What follows belongs to an exercise in optimizing a design on an open flow for small area, a short achievable clock period and few clock cycles; a production flow would make more cautious choices.
The RTL was checked by simulation tests, not by an equivalence proof against the original design.
In every run shown here, the design's own scripts or RTL, not TritonCTS, make the clock network.
The flow treats the clock pin as an ideal source. Dropping or thinning the clock tree relies on that and would not hold on a real chip.
No activity file was given, so power comes from the tool's default toggle rates.

`design.v`:
```
module krobots_alu (
    input  wire        clk,
    input  wire        rst,
    input  wire        in_valid,
    output wire        in_ready,
    input  wire [5:0]  in_op,
    input  wire [15:0] in_a,
    input  wire [15:0] in_b,
    input  wire [15:0] in_flags,
    output reg         out_valid,
    output reg  [15:0] out_result,
    output reg  [1:0]  out_dest,
    output reg         out_taken,
    output reg         out_fault
);
    localparam OP_ADD  = 6'd1,  OP_SUB  = 6'd2,  OP_OR   = 6'd3,  OP_AND  = 6'd4;
    localparam OP_XOR  = 6'd5,  OP_NOT  = 6'd6,  OP_MPY  = 6'd7,  OP_DIV  = 6'd8;
    localparam OP_MOD  = 6'd9,  OP_JMP  = 6'd12, OP_JLS  = 6'd13, OP_JGR  = 6'd14;
    localparam OP_JNE  = 6'd15, OP_JEQ  = 6'd16, OP_DO   = 6'd18, OP_LOOP = 6'd19;
    localparam OP_CMP  = 6'd20, OP_TEST = 6'd21, OP_MOV  = 6'd22, OP_INC  = 6'd33;
    localparam OP_DEC  = 6'd34, OP_SHL  = 6'd35, OP_SHR  = 6'd36, OP_ROL  = 6'd37;
    localparam OP_ROR  = 6'd38, OP_JZ   = 6'd39, OP_JNZ  = 6'd40, OP_JAE  = 6'd41;
    localparam OP_JBE  = 6'd42, OP_SAL  = 6'd43, OP_SAR  = 6'd44, OP_NEG  = 6'd45;
    localparam DEST_NONE = 2'd0, DEST_A = 2'd1, DEST_FLAGS = 2'd2, DEST_CX = 2'd3;
    reg         rdy;
    reg         s_v;
    reg  [5:0]  s_op;
    reg  [15:0] s_a, s_b, s_f;
    reg         dv;         
    reg         fx;         
    reg  [2:0]  dcnt;       
    reg         d_mod;      
    reg         d_neg;      
    reg         d_cd;       
    assign in_ready = rdy;
    wire acc      = in_valid & rdy;
    wire in_isdiv = (in_op[5:1] == 5'b00100);
    wire [5:0] o = s_op;
    wire op_add  = (o == OP_ADD);
    wire op_sub  = (o == OP_SUB);
    wire op_or   = (o == OP_OR);
    wire op_and  = (o == OP_AND);
    wire op_xor  = (o == OP_XOR);
    wire op_not  = (o == OP_NOT);
    wire op_mpy  = (o == OP_MPY);
    wire op_div  = (o[5:1] == 5'b00100);
    wire op_do   = (o == OP_DO);
    wire op_loop = (o == OP_LOOP);
    wire op_cmp  = (o == OP_CMP);
    wire op_test = (o == OP_TEST);
    wire op_mov  = (o == OP_MOV);
    wire op_inc  = (o == OP_INC);
    wire op_dec  = (o == OP_DEC);
    wire op_shl  = (o == OP_SHL) | (o == OP_SAL);
    wire op_shr  = (o == OP_SHR);
    wire op_sar  = (o == OP_SAR);
    wire op_rol  = (o == OP_ROL);
    wire op_ror  = (o == OP_ROR);
    wire op_neg  = (o == OP_NEG);
    wire op_sh   = op_shl | op_shr | op_sar | op_rol | op_ror;
    wire alu   = ~dv & ~fx;                 
    wire setup = alu & s_v & op_div;        
    wire mpy   = alu & op_mpy;
    wire [15:0] m_ra, m_rb;
    mul16lo u_mul (.a(s_a), .b(s_b), .ra(m_ra), .rb(m_rb));
    wire        xinv  = fx | (setup ? s_a[15] : (op_neg | op_not));
    wire        ybsel = alu & ~setup & (op_add | op_sub | op_cmp);
    wire        yinv  = alu & ~setup & (op_sub | op_cmp | op_dec | op_loop);
    wire        cin   = fx | (setup ? s_a[15] : (op_sub | op_cmp | op_inc | op_neg));
    wire [15:0] ax    = (mpy ? m_ra : s_a) ^ {16{xinv & ~mpy}};
    wire [15:0] ay    = mpy ? m_rb : (({16{ybsel}} & s_b) ^ {16{yinv}});
    wire [15:0] sum   = ax + ay + {15'd0, cin & ~mpy};
    wire        sum_z = (sum == 16'd0);
    wire [15:0] a = s_a;
    wire [15:0] b = s_b;
    wire [15:0] a_or  = a | b;
    wire [15:0] a_and = a & b;
    reg  [15:0] lu;
    always @(*) begin
        if (op_or)       lu = a_or;
        else if (op_and) lu = a_and;
        else if (op_xor) lu = a ^ b;
        else if (op_mov) lu = b;
        else             lu = a;
    end
    function [4:0] lzc16(input [15:0] v);
        integer i;
        begin
            lzc16 = 5'd16;
            for (i = 0; i < 16; i = i + 1)
                if (v[i]) lzc16 = 5'd15 - i[4:0];
        end
    endfunction
    wire [4:0]  lza   = lzc16(s_a ^ {16{s_a[15]}});
    wire [4:0]  lzb   = lzc16(s_b ^ {16{s_b[15]}});
    wire [5:0]  dlz   = {1'b0, lzb} - {1'b0, lza} + {5'd0, s_a[15]};
    wire        bzero = (s_b == 16'd0);
    wire        qzero = dlz[5];                            
    wire [2:0]  m     = dlz[4] ? 3'd7 : dlz[3:1];          
    wire [3:0]  c     = s_b[3:0];
    wire        sh_r  = op_shr | op_sar | op_ror;
    wire [3:0]  amt   = setup ? {~m, 1'b0} : (sh_r ? (4'd0 - c) : c);
    wire [15:0] r1s   = amt[0] ? {sum[14:0], sum[15]}   : sum;
    wire [15:0] r2s   = amt[1] ? {r1s[13:0], r1s[15:14]} : r1s;
    wire [15:0] r3s   = amt[2] ? {r2s[11:0], r2s[15:12]} : r2s;
    wire [15:0] rot   = amt[3] ? {r3s[7:0], r3s[15:8]}  : r3s;
    reg  [15:0] thr;                                       
    integer k;
    always @(*)
        for (k = 0; k < 16; k = k + 1)
            thr[k] = (k[3:0] >= amt);
    wire        keep_t  = setup | op_shl | op_rol | op_ror | (c == 4'd0);
    wire        keep_n  = ~setup & ~op_shl;
    wire        fill    = op_sar & s_a[15];
    wire [15:0] sh_out;
    genvar g;
    generate
        for (g = 0; g < 16; g = g + 1) begin : g_sh
            assign sh_out[g] = (thr[g] ? keep_t : keep_n) ? rot[g] : fill;
        end
    endgenerate
    wire [15:0] norm_r = rot & ~thr;                       
    wire [16:0] yd = {1'b1, s_b};
    wire [16:0] t1 = {out_result, s_a[15]};
    wire [17:0] d1 = {1'b0, t1} + {1'b0, yd} + {17'd0, d_cd};
    wire        q1 = d1[17];
    wire [15:0] r1 = q1 ? d1[15:0] : t1[15:0];
    wire [16:0] t2 = {r1, s_a[14]};
    wire [17:0] d2 = {1'b0, t2} + {1'b0, yd} + {17'd0, d_cd};
    wire        q2 = d2[17];
    wire [15:0] r2 = q2 ? d2[15:0] : t2[15:0];
    wire [15:0] xq = {s_a[13:0], q1, q2};
    wire [15:0] dres = d_mod ? r2 : xq;
    wire        last = (dcnt == 3'd0);
    wire cmp_e = sum_z;
    wire cmp_l = (a[15] ^ b[15]) ? a[15] : sum[15];
    wire cmp_g = ~cmp_l & ~cmp_e;
    wire cmp_z = (a_or == 16'd0);
    wire tst_z = (a_and == 16'd0);
    wire tst_e = ((b & ~a) == 16'd0);
    wire [3:0] flg = op_cmp ? {cmp_z, cmp_g, cmp_l, cmp_e} : {tst_z, 2'b00, tst_e};
    wire fl_e = s_f[0];
    wire fl_l = s_f[1];
    wire fl_g = s_f[2];
    wire fl_z = s_f[3];
    reg taken;
    always @(*) begin
        case (o)
            OP_LOOP: taken = ~sum[15] & ~sum_z;
            OP_JMP:  taken = 1'b1;
            OP_JLS:  taken = fl_l;
            OP_JGR:  taken = fl_g;
            OP_JNE:  taken = ~fl_e;
            OP_JEQ:  taken = fl_e;
            OP_JZ:   taken = fl_z;
            OP_JNZ:  taken = ~fl_z;
            OP_JAE:  taken = fl_e | fl_g;
            OP_JBE:  taken = fl_e | fl_l;
            default: taken = 1'b0;
        endcase
    end
    wire use_sum  = op_add | op_sub | op_inc | op_dec | op_neg | op_not | op_loop | op_mpy;
    wire use_lu   = op_or | op_and | op_xor | op_mov | op_do;
    wire use_flg  = op_cmp | op_test;
    wire dest_a   = use_sum & ~op_loop | op_or | op_and | op_xor | op_mov | op_sh;
    wire dest_cx  = op_do | op_loop;
    wire [1:0] dest = use_flg ? DEST_FLAGS : {dest_cx, dest_a | dest_cx};
    wire sel_sum = fx | (alu & ~setup & use_sum);
    reg [15:0] res_o;
    always @(*) begin
        if (dv)           res_o = last ? dres : r2;
        else if (setup)   res_o = bzero ? 16'd0 : (qzero ? (o[0] ? a : 16'd0) : norm_r);
        else if (use_lu)  res_o = lu;
        else if (use_flg) res_o = {s_f[15:4], flg};
        else if (op_sh)   res_o = sh_out;
        else              res_o = 16'd0;
    end
    wire rdy_base = dv ? (last | ((dcnt == 3'd1) & ~d_neg)) :
                    (bzero | qzero | ((m == 3'd0) & ~(o[0] ? s_a[15] : (s_a[15] ^ s_b[15]))));
    always @(posedge clk) begin
        s_op <= in_op;
        s_f  <= in_flags;
        s_a  <= rdy ? in_a : (dv ? ((last & d_neg) ? dres : xq) : sh_out);
        if (rdy)
            s_b <= in_b;
        else if (setup)
            s_b <= s_b ^ {16{~s_b[15]}};
        if (setup) begin
            d_mod <= o[0];
            d_neg <= o[0] ? s_a[15] : (s_a[15] ^ s_b[15]);
            d_cd  <= ~s_b[15];
            dcnt  <= m;
        end else begin
            dcnt  <= dcnt - 3'd1;
        end
        out_result <= sel_sum ? sum : res_o;
        out_taken <= 1'b0;
        out_fault <= 1'b0;
        out_dest  <= DEST_A;
        if (setup) begin
            out_dest   <= bzero ? DEST_NONE : DEST_A;
            out_fault  <= bzero;
        end else if (alu) begin
            out_dest   <= dest;
            out_taken  <= taken;
        end
        rdy <= rst | (rdy ? ~(in_valid & in_isdiv) : rdy_base);
        if (rst) begin
            s_v       <= 1'b0;
            dv        <= 1'b0;
            fx        <= 1'b0;
            out_valid <= 1'b0;
        end else begin
            s_v <= acc;
            fx  <= dv & last & d_neg;
            if (dv) begin
                dv        <= ~last;
                out_valid <= last & ~d_neg;
            end else if (setup) begin
                dv        <= ~bzero & ~qzero;
                out_valid <= bzero | qzero;
            end else begin
                out_valid <= s_v | fx;
            end
        end
    end
endmodule
module mul16lo(input [15:0] a, input [15:0] b, output [15:0] ra, output [15:0] rb);
    wire pp0_0 = a[0] & b[0];
    wire pp0_1 = a[0] & b[1];
    wire pp0_2 = a[0] & b[2];
    wire pp0_3 = a[0] & b[3];
    wire pp0_4 = a[0] & b[4];
    wire pp0_5 = a[0] & b[5];
    wire pp0_6 = a[0] & b[6];
    wire pp0_7 = a[0] & b[7];
    wire pp0_8 = a[0] & b[8];
    wire pp0_9 = a[0] & b[9];
    wire pp0_10 = a[0] & b[10];
    wire pp0_11 = a[0] & b[11];
    wire pp0_12 = a[0] & b[12];
    wire pp0_13 = a[0] & b[13];
    wire pp0_14 = a[0] & b[14];
    wire pp0_15 = a[0] & b[15];
    wire pp1_0 = a[1] & b[0];
    wire pp1_1 = a[1] & b[1];
    wire pp1_2 = a[1] & b[2];
    wire pp1_3 = a[1] & b[3];
    wire pp1_4 = a[1] & b[4];
    wire pp1_5 = a[1] & b[5];
    wire pp1_6 = a[1] & b[6];
    wire pp1_7 = a[1] & b[7];
    wire pp1_8 = a[1] & b[8];
    wire pp1_9 = a[1] & b[9];
    wire pp1_10 = a[1] & b[10];
    wire pp1_11 = a[1] & b[11];
    wire pp1_12 = a[1] & b[12];
    wire pp1_13 = a[1] & b[13];
    wire pp1_14 = a[1] & b[14];
    wire pp2_0 = a[2] & b[0];
    wire pp2_1 = a[2] & b[1];
    wire pp2_2 = a[2] & b[2];
    wire pp2_3 = a[2] & b[3];
    wire pp2_4 = a[2] & b[4];
    wire pp2_5 = a[2] & b[5];
    wire pp2_6 = a[2] & b[6];
    wire pp2_7 = a[2] & b[7];
    wire pp2_8 = a[2] & b[8];
    wire pp2_9 = a[2] & b[9];
    wire pp2_10 = a[2] & b[10];
    wire pp2_11 = a[2] & b[11];
    wire pp2_12 = a[2] & b[12];
    wire pp2_13 = a[2] & b[13];
    wire pp3_0 = a[3] & b[0];
    wire pp3_1 = a[3] & b[1];
    wire pp3_2 = a[3] & b[2];
    wire pp3_3 = a[3] & b[3];
    wire pp3_4 = a[3] & b[4];
    wire pp3_5 = a[3] & b[5];
    wire pp3_6 = a[3] & b[6];
    wire pp3_7 = a[3] & b[7];
    wire pp3_8 = a[3] & b[8];
    wire pp3_9 = a[3] & b[9];
    wire pp3_10 = a[3] & b[10];
    wire pp3_11 = a[3] & b[11];
    wire pp3_12 = a[3] & b[12];
    wire pp4_0 = a[4] & b[0];
    wire pp4_1 = a[4] & b[1];
    wire pp4_2 = a[4] & b[2];
    wire pp4_3 = a[4] & b[3];
    wire pp4_4 = a[4] & b[4];
    wire pp4_5 = a[4] & b[5];
    wire pp4_6 = a[4] & b[6];
    wire pp4_7 = a[4] & b[7];
    wire pp4_8 = a[4] & b[8];
    wire pp4_9 = a[4] & b[9];
    wire pp4_10 = a[4] & b[10];
    wire pp4_11 = a[4] & b[11];
    wire pp5_0 = a[5] & b[0];
    wire pp5_1 = a[5] & b[1];
    wire pp5_2 = a[5] & b[2];
    wire pp5_3 = a[5] & b[3];
    wire pp5_4 = a[5] & b[4];
    wire pp5_5 = a[5] & b[5];
    wire pp5_6 = a[5] & b[6];
    wire pp5_7 = a[5] & b[7];
    wire pp5_8 = a[5] & b[8];
    wire pp5_9 = a[5] & b[9];
    wire pp5_10 = a[5] & b[10];
    wire pp6_0 = a[6] & b[0];
    wire pp6_1 = a[6] & b[1];
    wire pp6_2 = a[6] & b[2];
    wire pp6_3 = a[6] & b[3];
    wire pp6_4 = a[6] & b[4];
    wire pp6_5 = a[6] & b[5];
    wire pp6_6 = a[6] & b[6];
    wire pp6_7 = a[6] & b[7];
    wire pp6_8 = a[6] & b[8];
    wire pp6_9 = a[6] & b[9];
    wire pp7_0 = a[7] & b[0];
    wire pp7_1 = a[7] & b[1];
    wire pp7_2 = a[7] & b[2];
    wire pp7_3 = a[7] & b[3];
    wire pp7_4 = a[7] & b[4];
    wire pp7_5 = a[7] & b[5];
    wire pp7_6 = a[7] & b[6];
    wire pp7_7 = a[7] & b[7];
    wire pp7_8 = a[7] & b[8];
    wire pp8_0 = a[8] & b[0];
    wire pp8_1 = a[8] & b[1];
    wire pp8_2 = a[8] & b[2];
    wire pp8_3 = a[8] & b[3];
    wire pp8_4 = a[8] & b[4];
    wire pp8_5 = a[8] & b[5];
    wire pp8_6 = a[8] & b[6];
    wire pp8_7 = a[8] & b[7];
    wire pp9_0 = a[9] & b[0];
    wire pp9_1 = a[9] & b[1];
    wire pp9_2 = a[9] & b[2];
    wire pp9_3 = a[9] & b[3];
    wire pp9_4 = a[9] & b[4];
    wire pp9_5 = a[9] & b[5];
    wire pp9_6 = a[9] & b[6];
    wire pp10_0 = a[10] & b[0];
    wire pp10_1 = a[10] & b[1];
    wire pp10_2 = a[10] & b[2];
    wire pp10_3 = a[10] & b[3];
    wire pp10_4 = a[10] & b[4];
    wire pp10_5 = a[10] & b[5];
    wire pp11_0 = a[11] & b[0];
    wire pp11_1 = a[11] & b[1];
    wire pp11_2 = a[11] & b[2];
    wire pp11_3 = a[11] & b[3];
    wire pp11_4 = a[11] & b[4];
    wire pp12_0 = a[12] & b[0];
    wire pp12_1 = a[12] & b[1];
    wire pp12_2 = a[12] & b[2];
    wire pp12_3 = a[12] & b[3];
    wire pp13_0 = a[13] & b[0];
    wire pp13_1 = a[13] & b[1];
    wire pp13_2 = a[13] & b[2];
    wire pp14_0 = a[14] & b[0];
    wire pp14_1 = a[14] & b[1];
    wire pp15_0 = a[15] & b[0];
    wire hs0 = pp0_13 ^ pp1_12;
    wire hc0 = pp0_13 & pp1_12;
    wire fs1 = pp0_14 ^ pp1_13 ^ pp2_12;
    wire fc1 = (pp0_14 & pp1_13) | (pp0_14 & pp2_12) | (pp1_13 & pp2_12);
    wire hs2 = pp3_11 ^ pp4_10;
    wire hc2 = pp3_11 & pp4_10;
    wire fs3 = pp0_15 ^ pp1_14 ^ pp2_13;
    wire fc3 = (pp0_15 & pp1_14) | (pp0_15 & pp2_13) | (pp1_14 & pp2_13);
    wire fs4 = pp3_12 ^ pp4_11 ^ pp5_10;
    wire fc4 = (pp3_12 & pp4_11) | (pp3_12 & pp5_10) | (pp4_11 & pp5_10);
    wire hs5 = pp6_9 ^ pp7_8;
    wire hc5 = pp6_9 & pp7_8;
    wire hs6 = pp0_9 ^ pp1_8;
    wire hc6 = pp0_9 & pp1_8;
    wire fs7 = pp0_10 ^ pp1_9 ^ pp2_8;
    wire fc7 = (pp0_10 & pp1_9) | (pp0_10 & pp2_8) | (pp1_9 & pp2_8);
    wire hs8 = pp3_7 ^ pp4_6;
    wire hc8 = pp3_7 & pp4_6;
    wire fs9 = pp0_11 ^ pp1_10 ^ pp2_9;
    wire fc9 = (pp0_11 & pp1_10) | (pp0_11 & pp2_9) | (pp1_10 & pp2_9);
    wire fs10 = pp3_8 ^ pp4_7 ^ pp5_6;
    wire fc10 = (pp3_8 & pp4_7) | (pp3_8 & pp5_6) | (pp4_7 & pp5_6);
    wire hs11 = pp6_5 ^ pp7_4;
    wire hc11 = pp6_5 & pp7_4;
    wire fs12 = pp0_12 ^ pp1_11 ^ pp2_10;
    wire fc12 = (pp0_12 & pp1_11) | (pp0_12 & pp2_10) | (pp1_11 & pp2_10);
    wire fs13 = pp3_9 ^ pp4_8 ^ pp5_7;
    wire fc13 = (pp3_9 & pp4_8) | (pp3_9 & pp5_7) | (pp4_8 & pp5_7);
    wire fs14 = pp6_6 ^ pp7_5 ^ pp8_4;
    wire fc14 = (pp6_6 & pp7_5) | (pp6_6 & pp8_4) | (pp7_5 & pp8_4);
    wire hs15 = pp9_3 ^ pp10_2;
    wire hc15 = pp9_3 & pp10_2;
    wire fs16 = hs0 ^ pp2_11 ^ pp3_10;
    wire fc16 = (hs0 & pp2_11) | (hs0 & pp3_10) | (pp2_11 & pp3_10);
    wire fs17 = pp4_9 ^ pp5_8 ^ pp6_7;
    wire fc17 = (pp4_9 & pp5_8) | (pp4_9 & pp6_7) | (pp5_8 & pp6_7);
    wire fs18 = pp7_6 ^ pp8_5 ^ pp9_4;
    wire fc18 = (pp7_6 & pp8_5) | (pp7_6 & pp9_4) | (pp8_5 & pp9_4);
    wire fs19 = pp10_3 ^ pp11_2 ^ pp12_1;
    wire fc19 = (pp10_3 & pp11_2) | (pp10_3 & pp12_1) | (pp11_2 & pp12_1);
    wire fs20 = fs1 ^ hs2 ^ pp5_9;
    wire fc20 = (fs1 & hs2) | (fs1 & pp5_9) | (hs2 & pp5_9);
    wire fs21 = pp6_8 ^ pp7_7 ^ pp8_6;
    wire fc21 = (pp6_8 & pp7_7) | (pp6_8 & pp8_6) | (pp7_7 & pp8_6);
    wire fs22 = pp9_5 ^ pp10_4 ^ pp11_3;
    wire fc22 = (pp9_5 & pp10_4) | (pp9_5 & pp11_3) | (pp10_4 & pp11_3);
    wire fs23 = pp12_2 ^ pp13_1 ^ pp14_0;
    wire fc23 = (pp12_2 & pp13_1) | (pp12_2 & pp14_0) | (pp13_1 & pp14_0);
    wire fs24 = fs3 ^ fs4 ^ hs5;
    wire fc24 = (fs3 & fs4) | (fs3 & hs5) | (fs4 & hs5);
    wire fs25 = pp8_7 ^ pp9_6 ^ pp10_5;
    wire fc25 = (pp8_7 & pp9_6) | (pp8_7 & pp10_5) | (pp9_6 & pp10_5);
    wire fs26 = pp11_4 ^ pp12_3 ^ pp13_2;
    wire fc26 = (pp11_4 & pp12_3) | (pp11_4 & pp13_2) | (pp12_3 & pp13_2);
    wire fs27 = pp14_1 ^ pp15_0 ^ fc1;
    wire fc27 = (pp14_1 & pp15_0) | (pp14_1 & fc1) | (pp15_0 & fc1);
    wire hs28 = pp0_6 ^ pp1_5;
    wire hc28 = pp0_6 & pp1_5;
    wire fs29 = pp0_7 ^ pp1_6 ^ pp2_5;
    wire fc29 = (pp0_7 & pp1_6) | (pp0_7 & pp2_5) | (pp1_6 & pp2_5);
    wire hs30 = pp3_4 ^ pp4_3;
    wire hc30 = pp3_4 & pp4_3;
    wire fs31 = pp0_8 ^ pp1_7 ^ pp2_6;
    wire fc31 = (pp0_8 & pp1_7) | (pp0_8 & pp2_6) | (pp1_7 & pp2_6);
    wire fs32 = pp3_5 ^ pp4_4 ^ pp5_3;
    wire fc32 = (pp3_5 & pp4_4) | (pp3_5 & pp5_3) | (pp4_4 & pp5_3);
    wire hs33 = pp6_2 ^ pp7_1;
    wire hc33 = pp6_2 & pp7_1;
    wire fs34 = hs6 ^ pp2_7 ^ pp3_6;
    wire fc34 = (hs6 & pp2_7) | (hs6 & pp3_6) | (pp2_7 & pp3_6);
    wire fs35 = pp4_5 ^ pp5_4 ^ pp6_3;
    wire fc35 = (pp4_5 & pp5_4) | (pp4_5 & pp6_3) | (pp5_4 & pp6_3);
    wire fs36 = pp7_2 ^ pp8_1 ^ pp9_0;
    wire fc36 = (pp7_2 & pp8_1) | (pp7_2 & pp9_0) | (pp8_1 & pp9_0);
    wire fs37 = fs7 ^ hs8 ^ pp5_5;
    wire fc37 = (fs7 & hs8) | (fs7 & pp5_5) | (hs8 & pp5_5);
    wire fs38 = pp6_4 ^ pp7_3 ^ pp8_2;
    wire fc38 = (pp6_4 & pp7_3) | (pp6_4 & pp8_2) | (pp7_3 & pp8_2);
    wire fs39 = pp9_1 ^ pp10_0 ^ hc6;
    wire fc39 = (pp9_1 & pp10_0) | (pp9_1 & hc6) | (pp10_0 & hc6);
    wire fs40 = fs9 ^ fs10 ^ hs11;
    wire fc40 = (fs9 & fs10) | (fs9 & hs11) | (fs10 & hs11);
    wire fs41 = pp8_3 ^ pp9_2 ^ pp10_1;
    wire fc41 = (pp8_3 & pp9_2) | (pp8_3 & pp10_1) | (pp9_2 & pp10_1);
    wire fs42 = pp11_0 ^ fc7 ^ hc8;
    wire fc42 = (pp11_0 & fc7) | (pp11_0 & hc8) | (fc7 & hc8);
    wire fs43 = fs12 ^ fs13 ^ fs14;
    wire fc43 = (fs12 & fs13) | (fs12 & fs14) | (fs13 & fs14);
    wire fs44 = hs15 ^ pp11_1 ^ pp12_0;
    wire fc44 = (hs15 & pp11_1) | (hs15 & pp12_0) | (pp11_1 & pp12_0);
    wire fs45 = fc9 ^ fc10 ^ hc11;
    wire fc45 = (fc9 & fc10) | (fc9 & hc11) | (fc10 & hc11);
    wire fs46 = fs16 ^ fs17 ^ fs18;
    wire fc46 = (fs16 & fs17) | (fs16 & fs18) | (fs17 & fs18);
    wire fs47 = fs19 ^ pp13_0 ^ fc12;
    wire fc47 = (fs19 & pp13_0) | (fs19 & fc12) | (pp13_0 & fc12);
    wire fs48 = fc13 ^ fc14 ^ hc15;
    wire fc48 = (fc13 & fc14) | (fc13 & hc15) | (fc14 & hc15);
    wire fs49 = fs20 ^ fs21 ^ fs22;
    wire fc49 = (fs20 & fs21) | (fs20 & fs22) | (fs21 & fs22);
    wire fs50 = fs23 ^ hc0 ^ fc16;
    wire fc50 = (fs23 & hc0) | (fs23 & fc16) | (hc0 & fc16);
    wire fs51 = fc17 ^ fc18 ^ fc19;
    wire fc51 = (fc17 & fc18) | (fc17 & fc19) | (fc18 & fc19);
    wire fs52 = fs24 ^ fs25 ^ fs26;
    wire fc52 = (fs24 & fs25) | (fs24 & fs26) | (fs25 & fs26);
    wire fs53 = fs27 ^ hc2 ^ fc20;
    wire fc53 = (fs27 & hc2) | (fs27 & fc20) | (hc2 & fc20);
    wire fs54 = fc21 ^ fc22 ^ fc23;
    wire fc54 = (fc21 & fc22) | (fc21 & fc23) | (fc22 & fc23);
    wire hs55 = pp0_4 ^ pp1_3;
    wire hc55 = pp0_4 & pp1_3;
    wire fs56 = pp0_5 ^ pp1_4 ^ pp2_3;
    wire fc56 = (pp0_5 & pp1_4) | (pp0_5 & pp2_3) | (pp1_4 & pp2_3);
    wire hs57 = pp3_2 ^ pp4_1;
    wire hc57 = pp3_2 & pp4_1;
    wire fs58 = hs28 ^ pp2_4 ^ pp3_3;
    wire fc58 = (hs28 & pp2_4) | (hs28 & pp3_3) | (pp2_4 & pp3_3);
    wire fs59 = pp4_2 ^ pp5_1 ^ pp6_0;
    wire fc59 = (pp4_2 & pp5_1) | (pp4_2 & pp6_0) | (pp5_1 & pp6_0);
    wire fs60 = fs29 ^ hs30 ^ pp5_2;
    wire fc60 = (fs29 & hs30) | (fs29 & pp5_2) | (hs30 & pp5_2);
    wire fs61 = pp6_1 ^ pp7_0 ^ hc28;
    wire fc61 = (pp6_1 & pp7_0) | (pp6_1 & hc28) | (pp7_0 & hc28);
    wire fs62 = fs31 ^ fs32 ^ hs33;
    wire fc62 = (fs31 & fs32) | (fs31 & hs33) | (fs32 & hs33);
    wire fs63 = pp8_0 ^ fc29 ^ hc30;
    wire fc63 = (pp8_0 & fc29) | (pp8_0 & hc30) | (fc29 & hc30);
    wire fs64 = fs34 ^ fs35 ^ fs36;
    wire fc64 = (fs34 & fs35) | (fs34 & fs36) | (fs35 & fs36);
    wire fs65 = fc31 ^ fc32 ^ hc33;
    wire fc65 = (fc31 & fc32) | (fc31 & hc33) | (fc32 & hc33);
    wire fs66 = fs37 ^ fs38 ^ fs39;
    wire fc66 = (fs37 & fs38) | (fs37 & fs39) | (fs38 & fs39);
    wire fs67 = fc34 ^ fc35 ^ fc36;
    wire fc67 = (fc34 & fc35) | (fc34 & fc36) | (fc35 & fc36);
    wire fs68 = fs40 ^ fs41 ^ fs42;
    wire fc68 = (fs40 & fs41) | (fs40 & fs42) | (fs41 & fs42);
    wire fs69 = fc37 ^ fc38 ^ fc39;
    wire fc69 = (fc37 & fc38) | (fc37 & fc39) | (fc38 & fc39);
    wire fs70 = fs43 ^ fs44 ^ fs45;
    wire fc70 = (fs43 & fs44) | (fs43 & fs45) | (fs44 & fs45);
    wire fs71 = fc40 ^ fc41 ^ fc42;
    wire fc71 = (fc40 & fc41) | (fc40 & fc42) | (fc41 & fc42);
    wire fs72 = fs46 ^ fs47 ^ fs48;
    wire fc72 = (fs46 & fs47) | (fs46 & fs48) | (fs47 & fs48);
    wire fs73 = fc43 ^ fc44 ^ fc45;
    wire fc73 = (fc43 & fc44) | (fc43 & fc45) | (fc44 & fc45);
    wire fs74 = fs49 ^ fs50 ^ fs51;
    wire fc74 = (fs49 & fs50) | (fs49 & fs51) | (fs50 & fs51);
    wire fs75 = fc46 ^ fc47 ^ fc48;
    wire fc75 = (fc46 & fc47) | (fc46 & fc48) | (fc47 & fc48);
    wire fs76 = fs52 ^ fs53 ^ fs54;
    wire fc76 = (fs52 & fs53) | (fs52 & fs54) | (fs53 & fs54);
    wire fs77 = fc49 ^ fc50 ^ fc51;
    wire fc77 = (fc49 & fc50) | (fc49 & fc51) | (fc50 & fc51);
    wire hs78 = pp0_3 ^ pp1_2;
    wire hc78 = pp0_3 & pp1_2;
    wire fs79 = hs55 ^ pp2_2 ^ pp3_1;
    wire fc79 = (hs55 & pp2_2) | (hs55 & pp3_1) | (pp2_2 & pp3_1);
    wire fs80 = fs56 ^ hs57 ^ pp5_0;
    wire fc80 = (fs56 & hs57) | (fs56 & pp5_0) | (hs57 & pp5_0);
    wire fs81 = fs58 ^ fs59 ^ fc56;
    wire fc81 = (fs58 & fs59) | (fs58 & fc56) | (fs59 & fc56);
    wire fs82 = fs60 ^ fs61 ^ fc58;
    wire fc82 = (fs60 & fs61) | (fs60 & fc58) | (fs61 & fc58);
    wire fs83 = fs62 ^ fs63 ^ fc60;
    wire fc83 = (fs62 & fs63) | (fs62 & fc60) | (fs63 & fc60);
    wire fs84 = fs64 ^ fs65 ^ fc62;
    wire fc84 = (fs64 & fs65) | (fs64 & fc62) | (fs65 & fc62);
    wire fs85 = fs66 ^ fs67 ^ fc64;
    wire fc85 = (fs66 & fs67) | (fs66 & fc64) | (fs67 & fc64);
    wire fs86 = fs68 ^ fs69 ^ fc66;
    wire fc86 = (fs68 & fs69) | (fs68 & fc66) | (fs69 & fc66);
    wire fs87 = fs70 ^ fs71 ^ fc68;
    wire fc87 = (fs70 & fs71) | (fs70 & fc68) | (fs71 & fc68);
    wire fs88 = fs72 ^ fs73 ^ fc70;
    wire fc88 = (fs72 & fs73) | (fs72 & fc70) | (fs73 & fc70);
    wire fs89 = fs74 ^ fs75 ^ fc72;
    wire fc89 = (fs74 & fs75) | (fs74 & fc72) | (fs75 & fc72);
    wire fs90 = fs76 ^ fs77 ^ fc74;
    wire fc90 = (fs76 & fs77) | (fs76 & fc74) | (fs77 & fc74);
    wire hs91 = pp0_2 ^ pp1_1;
    wire hc91 = pp0_2 & pp1_1;
    wire fs92 = hs78 ^ pp2_1 ^ pp3_0;
    wire fc92 = (hs78 & pp2_1) | (hs78 & pp3_0) | (pp2_1 & pp3_0);
    wire fs93 = fs79 ^ pp4_0 ^ hc78;
    wire fc93 = (fs79 & pp4_0) | (fs79 & hc78) | (pp4_0 & hc78);
    wire fs94 = fs80 ^ hc55 ^ fc79;
    wire fc94 = (fs80 & hc55) | (fs80 & fc79) | (hc55 & fc79);
    wire fs95 = fs81 ^ hc57 ^ fc80;
    wire fc95 = (fs81 & hc57) | (fs81 & fc80) | (hc57 & fc80);
    wire fs96 = fs82 ^ fc59 ^ fc81;
    wire fc96 = (fs82 & fc59) | (fs82 & fc81) | (fc59 & fc81);
    wire fs97 = fs83 ^ fc61 ^ fc82;
    wire fc97 = (fs83 & fc61) | (fs83 & fc82) | (fc61 & fc82);
    wire fs98 = fs84 ^ fc63 ^ fc83;
    wire fc98 = (fs84 & fc63) | (fs84 & fc83) | (fc63 & fc83);
    wire fs99 = fs85 ^ fc65 ^ fc84;
    wire fc99 = (fs85 & fc65) | (fs85 & fc84) | (fc65 & fc84);
    wire fs100 = fs86 ^ fc67 ^ fc85;
    wire fc100 = (fs86 & fc67) | (fs86 & fc85) | (fc67 & fc85);
    wire fs101 = fs87 ^ fc69 ^ fc86;
    wire fc101 = (fs87 & fc69) | (fs87 & fc86) | (fc69 & fc86);
    wire fs102 = fs88 ^ fc71 ^ fc87;
    wire fc102 = (fs88 & fc71) | (fs88 & fc87) | (fc71 & fc87);
    wire fs103 = fs89 ^ fc73 ^ fc88;
    wire fc103 = (fs89 & fc73) | (fs89 & fc88) | (fc73 & fc88);
    wire fs104 = fs90 ^ fc75 ^ fc89;
    wire fc104 = (fs90 & fc75) | (fs90 & fc89) | (fc75 & fc89);
    assign ra = {fs104, fs103, fs102, fs101, fs100, fs99, fs98, fs97, fs96, fs95, fs94, fs93, fs92, hs91, pp0_1, pp0_0};
    assign rb = {fc103, fc102, fc101, fc100, fc99, fc98, fc97, fc96, fc95, fc94, fc93, fc92, hc91, pp2_0, pp1_0, 1'b0};
endmodule
```
`flow/run.sh`:
```
#!/bin/bash
# Standard layout, with repair_timing asked to leave setup slack of at least
# MARGIN ns at the design's clock period (so it sizes the critical paths),
# small plain buffers on the ports, synthesis's buffers removed before
# placement (repair_design buffers what needs it), and the clock tree that
# CTS builds replaced by one level of buffers (flow/flat_clock.tcl).
set -euo pipefail
MARGIN=32.7
export POST_CTS_TCL="$(pwd)/flow/flat_clock.tcl"
bash standard.sh SETUP_SLACK_MARGIN=$MARGIN \
  "BUFFER_PORTS_ARGS=-buffer_cell sky130_fd_sc_hd__buf_1" \
  GPL_TIMING_DRIVEN=0 REMOVE_ABC_BUFFERS=1 CORE_UTILIZATION=60 \
  CAP_MARGIN=5 SLEW_MARGIN=5 finish > standard_make.log 2>&1
```
`flow/flat_clock.tcl`:
```
# Replace the clock tree that CTS built with one level of four clkbuf_16
# buffers driven by the clock port, each feeding the registers of one
# quarter of the core.
set block [ord::get_db_block]
set db [ord::get_db]
set master [$db findMaster sky130_fd_sc_hd__clkbuf_16]
set clknet [$block findNet clk]

# the registers' clock pins
set sinks {}
foreach inst [$block getInsts] {
  set mname [[$inst getMaster] getName]
  if { [regexp {__e?dfx?[a-z]*tp_} $mname] } {
    set it [$inst findITerm CLK]
    if { $it != "NULL" } { lappend sinks $it }
  }
}
puts "flat_clock: [llength $sinks] register clock pins"

# remove the CTS buffers and dummy loads, and their nets
set old_nets {}
foreach inst [$block getInsts] {
  set n [$inst getName]
  if { [string match "clkbuf_*_clk*" $n] || [string match "clkload*" $n] } {
    foreach it [$inst getITerms] {
      set net [$it getNet]
      if { $net != "NULL" && [$net getName] != "clk" } { lappend old_nets $net }
      $it disconnect
    }
    odb::dbInst_destroy $inst
  }
}
foreach it $sinks { $it disconnect }
foreach net [lsort -unique $old_nets] {
  if { [llength [$net getITerms]] == 0 && [llength [$net getBTerms]] == 0 } { odb::dbNet_destroy $net }
}

# split the registers into four groups (two halves by x, each split in two
# by y), then place a buffer at each group's centre
set xs {}
foreach it $sinks {
  set loc [[$it getInst] getLocation]
  lappend xs [list [lindex $loc 0] [lindex $loc 1] $it]
}
set xs [lsort -integer -index 0 $xs]
set half [expr {[llength $xs] / 2}]
set groups {}
foreach part [list [lrange $xs 0 [expr {$half - 1}]] [lrange $xs $half end]] {
  set part [lsort -integer -index 1 $part]
  set q [expr {[llength $part] / 2}]
  lappend groups [lrange $part 0 [expr {$q - 1}]] [lrange $part $q end]
}
# refine the four groups, keeping them the same size: each register joins
# the nearest centre with room, then the centres move to their groups
set cx {}
set cy {}
foreach grp $groups {
  set sx 0
  set sy 0
  foreach e $grp {
    incr sx [lindex $e 0]
    incr sy [lindex $e 1]
  }
  lappend cx [expr {$sx / double([llength $grp])}]
  lappend cy [expr {$sy / double([llength $grp])}]
}
set cap [expr {int(ceil([llength $xs] / 4.0))}]
for {set iter 0} {$iter < 10} {incr iter} {
  # balanced assignment: registers with the most to lose choose first
  set order {}
  foreach e $xs {
    set ds {}
    for {set k 0} {$k < 4} {incr k} {
      lappend ds [list [expr {abs([lindex $e 0] - [lindex $cx $k]) + abs([lindex $e 1] - [lindex $cy $k])}] $k]
    }
    set ds [lsort -real -index 0 $ds]
    lappend order [list [expr {[lindex $ds 1 0] - [lindex $ds 0 0]}] $e $ds]
  }
  set order [lsort -real -decreasing -index 0 $order]
  set groups [list {} {} {} {}]
  set fill [list 0 0 0 0]
  foreach o $order {
    foreach d [lindex $o 2] {
      set k [lindex $d 1]
      if { [lindex $fill $k] < $cap } {
        lset groups $k [concat [lindex $groups $k] [list [lindex $o 1]]]
        lset fill $k [expr {[lindex $fill $k] + 1}]
        break
      }
    }
  }
  for {set k 0} {$k < 4} {incr k} {
    set grp [lindex $groups $k]
    if { [llength $grp] == 0 } { continue }
    set sx 0
    set sy 0
    foreach e $grp {
      incr sx [lindex $e 0]
      incr sy [lindex $e 1]
    }
    lset cx $k [expr {$sx / double([llength $grp])}]
    lset cy $k [expr {$sy / double([llength $grp])}]
  }
}
set k 0
foreach grp $groups {
  if { [llength $grp] == 0 } { continue }
  puts "flat_clock: buffer $k drives [llength $grp] registers"
  set buf [odb::dbInst_create $block $master "clkbuf_flat_$k"]
  set net [odb::dbNet_create $block "clknet_flat_$k"]
  $net setSigType CLOCK
  $buf setLocation [expr {int([lindex $cx $k])}] [expr {int([lindex $cy $k])}]
  $buf setPlacementStatus PLACED
  [$buf findITerm A] connect $clknet
  [$buf findITerm X] connect $net
  foreach e $grp { [lindex $e 2] connect $net }
  incr k
}
$clknet setSigType CLOCK
detailed_placement
check_placement -verbose
estimate_parasitics -placement
report_clock_latency
```
`standard.sh`:
```
#!/bin/bash
# synth_recipe.tcl (not shown) runs the flow's synth.tcl, then flattens the netlist and writes it again
# the make line also repeats each setting of config.mk as NAME=value (left out here)
make -C /OpenROAD-flow-scripts/flow DESIGN_CONFIG=/design/flow/config.mk WORK_HOME=/design/flow/orfs CLKGATE_MAP_FILE= SYNTH_SCRIPT=/design/flow/synth_recipe.tcl "${@:-finish}"
```
`config.mk`:
```
export PLATFORM = sky130hd
export DESIGN_NAME = krobots_alu
export DESIGN_NICKNAME = krobots_alu
export VERILOG_FILES = /design/flow/design.v
export SDC_FILE = /design/flow/constraint.sdc
export NUM_CORES = 4
export LEC_CHECK = 0
export CAP_MARGIN = 20
export CORE_MARGIN = 2
export CORE_UTILIZATION = 40
export SLEW_MARGIN = 20
```
`constraint.sdc`:
```
create_clock -name core_clock -period 42.0 [get_ports {clk}]
set_input_delay 8.4000 -clock core_clock [delete_from_list [all_inputs] [get_ports {clk}]]
set_output_delay 8.4000 -clock core_clock [all_outputs]
set_load 0.01 [all_outputs]
```
==> flow_summary_export.csv, run 1 <==
group,metric,value,unit
worst_hold_path,min_path_type,"flop to flop",
die,die_area,25200,um^2
detailed_routing,dr_total_vias,15800,
logic_synthesis,synth_xor_area_share,5.45,%
timing,slew_violations,0,
critical_path,r2r-start,"s_a[2]$_DFF_P_",
clocking,cts.sinks,85,
detailed_routing,wl,59200,um
critical_path,crit_path_start_kind,"input pin",
grt,grt_use_total,45.5,%
logic_synthesis,synth_compound_area_share,24.7,%
logic_synthesis,synth_edf_count,19,
grt,use_met1,57.6,%
place,place_ws,32.49,ns
detailed_routing,drc_errors,0,
grt,grt_pass1_wl,88100,um
critical_path,cp.arrival,9.28,ns
detailed_routing,via_per_inst,7.09,
timing,final.period_utilization,22.0,%
grt,gr-total-overflow,0,
pwr,p_per_area,31.3,nW/um^2
timing,rsz0062_at_grt,"no",
cells_and_area,drive_above_1_share,4.40,%
pwr,irDropWorstVdd,0.0000477,V
timing,tightestPinTransition,1.21,ns
pwr,power,0.466,mW
grt,grt.busiest_layer,"met2",
place,globalplace.congestion,1.06,
cells_and_area,stdcell_count,2228,
critical_path,cp-end-kind,"flop",
grt,grt_max_degree,40,
pwr,p_leak,6.31,nW
timing,hold_slack,0.479,ns
worst_hold_path,holdPathEnd,"dcnt[0]$_DFF_P_",
logic_synthesis,yosys_warnings,1,
grt,grtUsageMet2,66.3,%
detailed_routing,drtIter0Drc,2420,
critical_path,reg2reg_slack,33.02,ns
clocking,path_clk_slew,0.08,ns
logic_synthesis,synthSimpleGateAreaFrac,22.4,%
die,design.core.area,23500,um^2
detailed_routing,drt_pass1_iterations,8,
critical_path,worstSetupPathType,"input pin to flop",
logic_synthesis,synth_adder_area_share,22.3,%
cells_and_area,final_common_cell,"nand2_1",
logic_synthesis,async_flop_share,0,%
cells_and_area,most-common-layout-cells,"nand2_1, nor2_1, o21ai_0",
cells_and_area,nets,2173,
timing,finalClockSkew,0.0323,ns
logic_synthesis,synth_mux_area_share,4.89,%
grt,grt_pass1_vias,15000,
die,rows,56,
run_status,status,"no timing/DRC/antenna violations",
critical_path,reg2regPathDepth,26,
logic_synthesis,synth_top_family_by_area,"compound AO/OA/AOI/OAI gates",
die,die_w,159,um
detailed_routing,postRouteAntennaNets,0,
logic_synthesis,syn_inst,1949,
timing,setup_total_negative_slack,0,ns
timing,fin_ws,32.76,ns
logic_synthesis,yosys_most_used_dff,"dfxtp_1",
die,fp.dieH,159,um
timing,relSlewSlack,19.2,%
worst_hold_path,hp-start,"dcnt[0]$_DFF_P_",
critical_path,timing.rr.end,"out_result[10]$_DFF_P_",
detailed_routing,wl_per_cell,26.6,um
timing,hold_violations,0,
grt,antenna_found_initial,1,
logic_synthesis,synth.ff_latch_count,85,
critical_path,cp-startpoint,"in_op[2]",
die,start_util,61.1,%
timing,fmax,108,MHz
critical_path,required,42.04,ns
critical_path,crit_fanout,2,
worst_hold_path,holdPathStages,1,
job,maxCapViolations,0,
place,io_buffers,78,
die,io_pins,79,
logic_synthesis,synth_area_per_cell,7.38,um^2
place,dp_cells,2222,
cells_and_area,area_delta_synth_final,3.37,%
timing,fin_crit,9.24,ns
logic_synthesis,syn-cell-area,14400,um^2
logic_synthesis,ys_types,93,
clocking,clock_latency,0.17,ns
logic_synthesis,synth-seq-area-share,13.1,%
timing,setup_viol_count_final,0,
place,hpwlAfterDp,43400,um
grt,grt_use_met3,16.6,%
[cell usage after synthesis, types with 18 or more instances]
cell	count	area share, %
inv_1	122	3.2
o21ai_0	137	4.8
xnor2_1	53	3.2
ha_1	121	11
xor2_1	34	2.1
nor4_1	18	0.78
nor2_1	223	5.8
dfxtp_1	66	9.2
a21oi_1	120	4.2
edfxtp_1	19	4.0
clkbuf_1	106	2.8
a211oi_1	26	1.4
o211ai_1	22	1.1
mux2i_1	50	3.5
nand2_1	241	6.3
nand3_1	50	1.7
nor3_1	37	1.3
fa_1	85	12
o21a_1	18	0.94
mux2_2	18	1.4
a221oi_1	20	1.2
nand2b_1	22	0.96
[stage by stage]
stage               instance area [um^2]  util (%)
finish                             14900      63.2
global route                       14900      63.2
global placement                   14600      61.9
floorplan                          13900         -
detailed placement                 14700      62.6
[routing by layer]
| metal | vias to the layer above | wire length, um |
|---|---|---|
| li1 | 6835 | - |
| met1 | 7372 | 22100 |
| met2 | 1280 | 23900 |
| met3 | 318 | 8750 |
| met4 | 0 | 4460 |
| met5 | - | 0 |
[critical path, stage by stage]
cell and delay (ns):
buf_1 0.09, or4b_4 0.54, nor3_2 0.17, o21bai_1 0.08
[state kept, by name, indices dropped and copies added (netlist names)]
name and count:
dcnt 3, d_neg 1, out_taken 1, fx 1, s_op 6, s_v 1
out_valid 1, d_cd 1, dv 1, out_fault 1, s_a 16, out_dest 2
s_f 16, out_result 16, rdy 1, d_mod 1, s_b 16
[cell type report]
type                            instances  area [um^2]
Tap cell                              319          399
Sequential cell                        85         1910
Buffer                                  4          100
Timing Repair Buffer                   85          402
Inverter                              133          499
Antenna cell                            1         2.50
Multi-Input combinational cell       1601        11600
Fill cell                            2196         8670
[power breakdown]
group          internal [mW]  switching (mW)
combinational          0.128           0.185
sequential            0.0901          0.0205
clock                 0.0176          0.0248
total                  0.235           0.230
[worst max-delay path by stage]
stage	endpoint	depth (start not counted)	slack (ns)
after floorplan	in_ready	0	32.52
after global placement	in_ready	1	31.73
after detailed placement	rdy$_DFF_P_	4	32.49
after global routing	rdy$_DFF_P_	4	32.71
final	rdy$_DFF_P_	4	32.76
[kinds of logic after synthesis]
family	after synthesis
mux	68
compound gates	538
simple gates	701
fa+ha+maj	206
xor+xnor	88
buf+inv	263
flops	85
Testbench counts, summed over its fixed seeds: cycles 36,227.
==> inputs of run 2 (changes only) <==
--- a/flow/run.sh
+++ b/flow/run.sh
@@ -5,7 +5,7 @@
 # placement (repair_design buffers what needs it), and the clock tree that
 # CTS builds replaced by one level of buffers (flow/flat_clock.tcl).
 set -euo pipefail
-MARGIN=32.7
+MARGIN=32.6
 export POST_CTS_TCL="$(pwd)/flow/flat_clock.tcl"
 bash standard.sh SETUP_SLACK_MARGIN=$MARGIN \
   "BUFFER_PORTS_ARGS=-buffer_cell sky130_fd_sc_hd__buf_1" \
==> run 2 against run 1 <==
  * Hold slack hardly changed
  * Sequential power hardly changed
  * Synthesized cell count stayed put
  * Power is 0.21% lower
  * Critical path type unchanged
  * Largest cell class unchanged
==> flow_summary_export.csv, run 2 <==
group,metric,value,unit
pwr,p_leak,6.28,nW
job,maxCapViolations,0,
critical_path,required,42.04,ns
detailed_routing,drt_pass1_iterations,11,
timing,final.period_utilization,22.0,%
timing,hold_violations,0,
pwr,power,0.465,mW
grt,grt_use_total,45.5,%
cells_and_area,stdcell_count,2227,
run_status,status,"no timing/DRC/antenna violations",
timing,fmax,108,MHz
die,rows,56,
grt,gr-total-overflow,0,
grt,grtUsageMet2,66.3,%
critical_path,crit_fanout,2,
place,hpwlAfterDp,43400,um
die,fp.dieH,159,um
die,start_util,61.1,%
grt,use_met1,57.6,%
critical_path,r2r-start,"s_a[2]$_DFF_P_",
critical_path,critical_path.cell_chain,"buf_1 > or4b_4 > nor3_2 > o21bai_1",
cells_and_area,num_antenna_cells,0,
critical_path,worstSetupPathType,"input pin to flop",
die,design.core.area,23500,um^2
clocking,cts.sinks,85,
place,io_buffers,78,
logic_synthesis,yosysMostFrequentCell,"nand2_1",
pwr,p_per_area,31.3,nW/um^2
critical_path,slowest_delay,0.55,ns
logic_synthesis,synth_area_per_cell,7.38,um^2
logic_synthesis,synth_commonest_cells,"nand2_1, nor2_1, o21ai_0",
timing,slew_violations,0,
timing,setup_total_negative_slack,0,ns
detailed_routing,dr_total_vias,15800,
detailed_routing,postRouteAntennaNets,0,
die,die_w,159,um
grt,grt_max_degree,40,
cells_and_area,area_delta_synth_final,3.23,%
pwr,irDropWorstVdd,0.0000479,V
worst_hold_path,min_path_type,"flop to flop",
grt,grt.busiest_layer,"met2",
grt,grt_pass1_vias,15000,
timing,tightestPinTransition,1.20,ns
grt,grt_pass1_wl,88100,um
logic_synthesis,async_flop_share,0,%
critical_path,slowest_stage,"or4b_4",
place,dp_cells,2222,
critical_path,cp-end-kind,"flop",
detailed_routing,wl,59300,um
logic_synthesis,synth-seq-area-share,13.1,%
logic_synthesis,yosys_most_used_dff,"dfxtp_1",
grt,grt_use_met3,16.6,%
logic_synthesis,syn-cell-area,14400,um^2
grt,antenna_found_initial,1,
clocking,path_clk_slew,0.08,ns
cells_and_area,final_common_cell,"nand2_1",
logic_synthesis,yosysTopAreaCell,"fa_1",
logic_synthesis,syn_inst,1949,
detailed_routing,drtIter0Drc,2322,
critical_path,cp.arrival,9.28,ns
timing,setup_viol_count_final,0,
detailed_routing,wl_per_cell,26.6,um
logic_synthesis,ys_types,93,
timing,rsz0062_at_grt,"no",
cells_and_area,drive_above_1_share,3.77,%
logic_synthesis,synth.ff_latch_count,85,
cells_and_area,most-common-layout-cells,"nand2_1, nor2_1, o21ai_0",
clocking,clock_latency,0.18,ns
timing,fin_crit,9.24,ns
worst_hold_path,hp-start,"dcnt[0]$_DFF_P_",
die,die_area,25200,um^2
detailed_routing,via_per_inst,7.12,
timing,finalClockSkew,0.0365,ns
logic_synthesis,synth_area_leaders,"fa_1, ha_1, dfxtp_1",
place,globalplace.congestion,1.06,
logic_synthesis,synth_top_area_share,11.8,%
die,io_pins,79,
cells_and_area,nets,2173,
logic_synthesis,yosys_warnings,1,
logic_synthesis,synth_edf_count,19,
timing,hold_slack,0.479,ns
detailed_routing,drc_errors,0,
cells_and_area,fill_cells,2203,
critical_path,cp-startpoint,"in_op[2]",
timing,relSlewSlack,20.0,%
critical_path,crit_path_start_kind,"input pin",
run 2: cell types whose count changed in the layout (fill, tap and decap cells not counted):
cell     change
buf_1        +7
buf_2        -7
dfxtp_1      +5
dfxtp_2      -4
dfxtp_4      -1
diode_2      -1
run 2: cell families (layout without fill, tap and decap cells):
family	after synthesis	count (layout)	synth area share, %
AO/OA/AOI/OAI	538	538	24.7
AND/OR/NAND/NOR	701	701	22.4
buffers and inverters	263	222	7.06
XOR/XNOR	88	88	5.45
multiplexers	68	68	4.89
adder cells (fa/ha/maj)	206	206	22.3
flip-flops	85	85	13.1
run 2: critical path, delay by kind of cell:
family | cells | cell delay, ns
compound gates | 1 | 0.08
buf+inv | 1 | 0.09
simple gates | 2 | 0.72
run 2: stage by stage:
stage / util, % / setup WS, ns / area, um^2
2_1_floorplan: - / 32.52 / 13900
3_3_place_gp: 61.9 / 31.73 / 14600
3_5_place_dp: 62.6 / 32.49 / 14700
5_1_grt: 63.1 / 32.71 / 14900
6_report: 63.1 / 32.76 / 14900
run 2: routing by layer:
metal | vias to the layer above | part of all wire (%)
met1 | 7336 | 37
li1 | 6837 | -
met4 | 0 | 7.7
met2 | 1331 | 40
met3 | 342 | 15
met5 | - | 0
run 2: where the power goes:
group / switching (mW) / internal, mW
Sequential: 0.0205 / 0.0900
Clock: 0.0244 / 0.0176
Combinational: 0.185 / 0.128
run 2: path summary, 6_finish.rpt:
kind / endpoint / slack [ns] / cells past startpoint
max: rdy$_DFF_P_ / 32.76 / 4
min: dcnt[0]$_DFF_P_ / 0.48 / 1
max reg2reg: out_result[10]$_DFF_P_ / 33.07 / 26
min reg2reg: dcnt[0]$_DFF_P_ / 0.48 / 1
run 2: cell type report:
class	instances	area [um^2]	share of cell area (%)
Timing Repair Buffer	85	393	2.64
Sequential cell	85	1900	12.8
Multi-Input combinational cell	1601	11600	77.9
Buffer	4	100	0.674
Tap cell	319	399	2.69
Inverter	133	499	3.36
==> inputs of run 3 (changes only) <==
--- a/flow/run.sh
+++ b/flow/run.sh
@@ -9,5 +9,5 @@
 export POST_CTS_TCL="$(pwd)/flow/flat_clock.tcl"
 bash standard.sh SETUP_SLACK_MARGIN=$MARGIN \
   "BUFFER_PORTS_ARGS=-buffer_cell sky130_fd_sc_hd__buf_1" \
-  GPL_TIMING_DRIVEN=0 REMOVE_ABC_BUFFERS=1 CORE_UTILIZATION=60 \
+  GPL_TIMING_DRIVEN=0 REMOVE_ABC_BUFFERS=1 CORE_UTILIZATION=68 \
   CAP_MARGIN=5 SLEW_MARGIN=5 finish > standard_make.log 2>&1
==> run 3 against run 2 <==
  * Still clean
  * Register-to-register slack worse by 0.17 ns
  * Via count grew 3.1%
  * Sequential power is essentially flat
  * Core utilization up 7.9 points
  * Area after synthesis stayed put
  * Combinational power up 6%
  * Power up 4.2%
  * First-iteration DRC count rose by 8.7%
  * Highest routed layer unchanged
==> flow_summary_export.csv, run 3 <==
group,metric,value,unit
cells_and_area,num_antenna_cells,0,
critical_path,cp.arrival,9.39,ns
logic_synthesis,synth.ff_latch_count,85,
logic_synthesis,synth_adder_area_share,22.3,%
timing,fin_crit,9.34,ns
grt,gr-total-overflow,0,
logic_synthesis,synth_edf_count,19,
logic_synthesis,syn-cell-area,14400,um^2
job,maxCapViolations,0,
logic_synthesis,ys_types,93,
detailed_routing,postRouteAntennaNets,0,
die,io_pins,79,
detailed_routing,drc_errors,0,
logic_synthesis,synth_area_per_cell,7.38,um^2
pwr,irDropWorstVdd,0.0000402,V
cells_and_area,drive_above_1_share,3.72,%
place,globalplace.congestion,1.11,
grt,grt_pass1_wl,89000,um
critical_path,worstSetupPathType,"input pin to flop",
die,die_w,149,um
logic_synthesis,synth_top_family_by_area,"compound AO/OA/AOI/OAI gates",
pwr,p_leak,6.30,nW
critical_path,slowest_stage,"or4b_2",
die,fp.dieH,149,um
timing,rsz0062_at_grt,"no",
timing,hold_slack,0.497,ns
grt,grt_use_total,52.7,%
die,design.core.area,20900,um^2
detailed_routing,wl_per_cell,27.1,um
logic_synthesis,synth_compound_area_share,24.7,%
timing,fmax,107,MHz
pwr,power,0.484,mW
timing,final.period_utilization,22.2,%
clocking,path_clk_slew,0.09,ns
logic_synthesis,syn_inst,1949,
critical_path,path_buf_inv,1,
cells_and_area,nets,2176,
critical_path,crit_fanout,2,
critical_path,critical_path.cell_chain,"buf_1 > or4b_2 > nor3_1 > o21bai_1",
logic_synthesis,synth_top_area_share,11.8,%
grt,antenna_found_initial,0,
timing,hold_violations,0,
detailed_routing,drt_pass1_iterations,12,
logic_synthesis,async_flop_share,0,%
cells_and_area,final_common_cell,"nand2_1",
critical_path,crit_path_start_kind,"input pin",
timing,setup_total_negative_slack,0,ns
logic_synthesis,synth_mux_area_share,4.89,%
place,io_buffers,78,
detailed_routing,via_per_inst,7.47,
cells_and_area,area_delta_synth_final,3.07,%
critical_path,crit_family,"simple AND/OR/NAND/NOR gates",
logic_synthesis,yosysMostFrequentCell,"nand2_1",
die,rows,53,
grt,grt_pass1_vias,15400,
grt,grt_max_degree,40,
critical_path,slowest_delay,0.67,ns
timing,relSlewSlack,12.3,%
pwr,p_per_area,32.7,nW/um^2
run_status,status,"no timing/DRC/antenna violations",
logic_synthesis,synth_area_leaders,"fa_1, ha_1, dfxtp_1",
logic_synthesis,yosysTopAreaCell,"fa_1",
critical_path,required,42.05,ns
critical_path,cp-end-kind,"flop",
timing,slew_violations,0,
timing,setup_viol_count_final,0,
die,die_area,22300,um^2
logic_synthesis,yosys_most_used_dff,"dfxtp_1",
timing,tightestPinTransition,1.31,ns
logic_synthesis,synth-seq-area-share,13.1,%
logic_synthesis,synthSimpleGateAreaFrac,22.4,%
clocking,cts.sinks,85,
logic_synthesis,synth_xor_area_share,5.45,%
detailed_routing,drtIter0Drc,2523,
clocking,clock_latency,0.18,ns
logic_synthesis,yosys_warnings,1,
worst_hold_path,min_path_type,"flop to flop",
cells_and_area,most-common-layout-cells,"nand2_1, nor2_1, o21ai_0",
detailed_routing,dr_total_vias,16300,
place,place_ws,32.49,ns
place,hpwlAfterDp,42900,um
timing,fin_ws,32.66,ns
logic_synthesis,synth_commonest_cells,"nand2_1, nor2_1, o21ai_0",
detailed_routing,wl,59200,um
timing,finalClockSkew,0.0329,ns
die,start_util,68.9,%
## run 3: cells by family after synthesis
family	Yosys count
xor gates and xnor gates	88
buffers and inverters	263
muxes	68
AOI/OAI and AO/OA	538
and+or+nand+nor	701
adders and majority gates	206
DFF	85
## run 3: path summary, 6_finish.rpt
| check | slack, ns | cells past startpoint | to | start |
|---|---|---|---|---|
| hold / removal | 0.50 | 1 | dcnt[0]$_DFF_P_ | dcnt[0]$_DFF_P_ |
| hold reg to reg | 0.50 | 1 | dcnt[0]$_DFF_P_ | dcnt[0]$_DFF_P_ |
| setup / recovery | 32.66 | 4 | rdy$_DFF_P_ | in_op[2] |
| setup reg to reg | 32.90 | 26 | out_result[10]$_DFF_P_ | s_a[2]$_DFF_P_ |
## run 3: layer usage
| metal | GRT usage, % | vias to the layer above | wire [um] |
|---|---|---|---|
| met3 | 22.0 | 467 | 10500 |
| met5 | 0 | - | 0 |
| met2 | 72.3 | 1554 | 22700 |
| met1 | 66.5 | 7487 | 20500 |
| li1 | - | 6830 | - |
| met4 | 37.2 | 0 | 5610 |
## run 3: power by group
group          internal [mW]  switching (mW)  total, mW
Combinational          0.131           0.200      0.331
Sequential            0.0900          0.0204      0.110
Clock                 0.0176          0.0254     0.0430
Total                  0.238           0.246      0.484
## run 3: cell type report
| class | instances | area [um^2] |
|---|---|---|
| buffer | 4 | 100 |
| sequential | 85 | 1900 |
| tap | 275 | 344 |
| inverter | 133 | 499 |
| timing repair buffer | 88 | 439 |
| multi-input combinational | 1601 | 11600 |
| fill | 1700 | 6060 |
## run 3: metrics by stage
stage	instance area (um^2)	utilization, %	std cells
global route	14800	71.0	2186
detailed placement	14700	70.4	2180
finish	14800	71.0	2186
global placement	14500	69.5	2172
floorplan	13900	-	1819
==> inputs of run 4 (changes only) <==
--- a/flow/run.sh
+++ b/flow/run.sh
@@ -9,5 +9,5 @@
 export POST_CTS_TCL="$(pwd)/flow/flat_clock.tcl"
 bash standard.sh SETUP_SLACK_MARGIN=$MARGIN \
   "BUFFER_PORTS_ARGS=-buffer_cell sky130_fd_sc_hd__buf_1" \
-  GPL_TIMING_DRIVEN=0 REMOVE_ABC_BUFFERS=1 CORE_UTILIZATION=68 \
+  GPL_TIMING_DRIVEN=0 REMOVE_ABC_BUFFERS=1 CORE_UTILIZATION=52 \
   CAP_MARGIN=5 SLEW_MARGIN=5 finish > standard_make.log 2>&1
==> run 4 against run 3 <==
  * Global-route usage shrank 10 points
  * First-iteration DRC count shrank 10%
  * Via count shrank 4.2%
  * Combinational power shrank 5%
  * Cell count grew 3.0%
  * Power shrank 3.5%
  * Largest power group unchanged
  * Highest routed layer is now met5
==> flow_summary_export.csv, run 4 <==
group,metric,value,unit
run_status,status,"no timing/DRC/antenna violations",
place,place_ws,32.38,ns
timing,setup_viol_count_final,0,
logic_synthesis,synth_commonest_cells,"nand2_1, nor2_1, o21ai_0",
worst_hold_path,min_path_type,"flop to flop",
pwr,power_frac_comb,67.2,%
pwr,seqPwrFrac,23.7,%
pwr,irDropWorstVdd,0.0000408,V
detailed_routing,wl_met3,7620,um
logic_synthesis,yosys_most_used_dff,"dfxtp_1",
timing,fmax,108,MHz
logic_synthesis,synth_area_leaders,"fa_1, ha_1, dfxtp_1",
critical_path,slowest_stage,"or4b_4",
cells_and_area,num_antenna_cells,0,
logic_synthesis,syn_inst,1949,
cells_and_area,most-common-layout-cells,"nand2_1, nor2_1, o21ai_0",
detailed_routing,wl_per_cell,27.3,um
logic_synthesis,ys_types,93,
place,hpwlAfterDp,45300,um
timing,slew_violations,0,
pwr,pwr-share-clk,9.1,%
critical_path,crit_fanout,2,
pwr,p_leak,6.30,nW
cells_and_area,area_delta_synth_final,3.75,%
grt,gr-total-overflow,0,
logic_synthesis,yosys_warnings,1,
grt,grt_use_total,42.4,%
logic_synthesis,synth_top_area_share,11.8,%
die,rows,60,
detailed_routing,wl,61400,um
timing,fin_crit,9.26,ns
timing,final.period_utilization,22.0,%
die,start_util,53.2,%
job,maxCapViolations,0,
logic_synthesis,yosysMostFrequentCell,"nand2_1",
timing,fin_ws,32.74,ns
timing,hold_violations,0,
logic_synthesis,syn-cell-area,14400,um^2
die,die_area,29000,um^2
grt,grt_pass1_vias,15000,
critical_path,required,42.04,ns
pwr,switchingPower,0.231,mW
pwr,intPower,0.236,mW
detailed_routing,drt-met1-wl,25000,um
critical_path,cp.arrival,9.30,ns
die,die_w,170,um
critical_path,slowest_delay,0.55,ns
timing,relSlewSlack,17.9,%
detailed_routing,via_per_inst,6.95,
detailed_routing,dr_total_vias,15600,
logic_synthesis,synth_edf_count,19,
cells_and_area,final_common_cell,"nand2_1",
pwr,swShare,49.5,%
cells_and_area,nets,2175,
critical_path,crit_path_start_kind,"input pin",
clocking,path_clk_slew,0.08,ns
detailed_routing,drtIter0Drc,2270,
die,io_pins,79,
critical_path,worstSetupPathType,"input pin to flop",
timing,finalClockSkew,0.0315,ns
pwr,p_per_area,31.3,nW/um^2
die,fp.dieH,170,um
grt,grt_pass1_wl,91900,um
critical_path,cp-end-kind,"flop",
grt,grt_max_degree,40,
timing,tightestPinTransition,1.23,ns
clocking,clock_latency,0.17,ns
logic_synthesis,synth_area_per_cell,7.38,um^2
detailed_routing,met2WireLength,25200,um
clocking,cts.sinks,85,
cells_and_area,fill_cells,2644,
place,globalplace.congestion,1.04,
logic_synthesis,synth.ff_latch_count,85,
place,io_buffers,78,
logic_synthesis,async_flop_share,0,%
critical_path,critical_path.cell_chain,"buf_1 > or4b_4 > nor3_4 > o21bai_1",
timing,rsz0062_at_grt,"no",
detailed_routing,postRouteAntennaNets,0,
die,design.core.area,27000,um^2
detailed_routing,drc_errors,0,
detailed_routing,routed.top_layer,"met5",
cells_and_area,drive_above_1_share,3.93,%
logic_synthesis,yosysTopAreaCell,"fa_1",
timing,setup_total_negative_slack,0,ns
detailed_routing,drt_pass1_iterations,7,
grt,antenna_found_initial,2,
logic_synthesis,synth-seq-area-share,13.1,%
-- run 4: final cells by class --
class / instances / area, um^2 / share of cell area, %
well taps: 341 / 427 / 2.86
multi-input cells: 1601 / 11600 / 77.5
repair buffers: 87 / 432 / 2.89
plain buffers: 4 / 100 / 0.671
inverters: 133 / 499 / 3.34
flip-flops and latches: 85 / 1900 / 12.7
-- run 4: worst paths after layout --
kind                        start                     end  slack (ns)  cells past startpoint
setup / recovery         in_op[2]             rdy$_DFF_P_       32.74                      4
hold / removal    dcnt[0]$_DFF_P_         dcnt[0]$_DFF_P_        0.50                      1
setup reg to reg   s_a[2]$_DFF_P_  out_result[10]$_DFF_P_       32.91                     26
hold reg to reg   dcnt[0]$_DFF_P_         dcnt[0]$_DFF_P_        0.50                      1
-- run 4: power groups by stage --
stage          Sequential (mW)  Clock [mW]  Combinational, mW
2_1_floorplan            0.102           0              0.217
3_3_place_gp             0.111           0              0.296
3_5_place_dp             0.111           0              0.305
5_1_grt                  0.111      0.0448              0.345
6_report                 0.111      0.0426              0.314
-- run 4: routing by layer --
| layer | up-vias | global-route usage (%) |
|---|---|---|
| met1 | 7448 | 57.2 |
| met4 | 4 | 21.7 |
| met5 | - | 0 |
| met3 | 238 | 10.9 |
| li1 | 6837 | - |
| met2 | 1119 | 62.5 |
-- run 4: worst max-delay path, delay by kind of cell --
kind | cells | cell delay [ns]
buf+inv | 1 | 0.08
compound gates | 1 | 0.09
simple gates | 2 | 0.73
-- run 4: logic make-up (layout without fill, tap and decap cells) --
kind of cell    Yosys count  after routing  synth area share (%)
simple gates            701            701                  22.4
compound gates          538            538                  24.7
buf+inv                 263            224                  7.06
fa+ha+maj               206            206                  22.3
xor+xnor                 88             88                  5.45
flops                    85             85                  13.1
mux                      68             68                  4.89
-- run 4: metrics by stage --
stage	instance area, um^2	cells	power (mW)	util [%]	hold WS, ns
detailed placement	14800	2246	0.416	54.7	0.493
finish	14900	2251	0.467	55.2	0.501
global placement	14600	2238	0.407	54.0	0.484
floorplan	13900	1819	0.319	-	0.446
global route	14900	2251	0.500	55.2	0.550

port drivers added, routing unchanged:
How much do the figures lean on ideal ports? The routed layouts below were timed once more, with nothing changed but the port constraints. Step 1: set_driving_cell puts a clkbuf_16 on clk and a buf_2 on each other input, an assumption about the parent block. Step 2, shift: input delay + t, output delay - t, t = (earliest + latest rising clock arrival at the registers) / 2. This alone moves slack from input paths to output paths. a / b / c = no drivers / after step 1 / after step 2; a / b = the first two.
run | shift t [ns] | setup slack, ns | pins driven straight from the clock port
run 1 | 0.258 | 32.760 / 32.784 / 32.582 | 4
run 2 | 0.260 | 32.760 / 32.678 / 32.580 | 4
run 3 | 0.266 | 32.660 / 32.709 / 32.471 | 4
run 4 | 0.266 | 32.741 / 32.727 / 32.562 | 4
After both steps setup and hold are still met in every run listed. The setup slack of run 3, which loses most, moves by +0.049 ns with the drivers and by -0.189 ns with both steps.
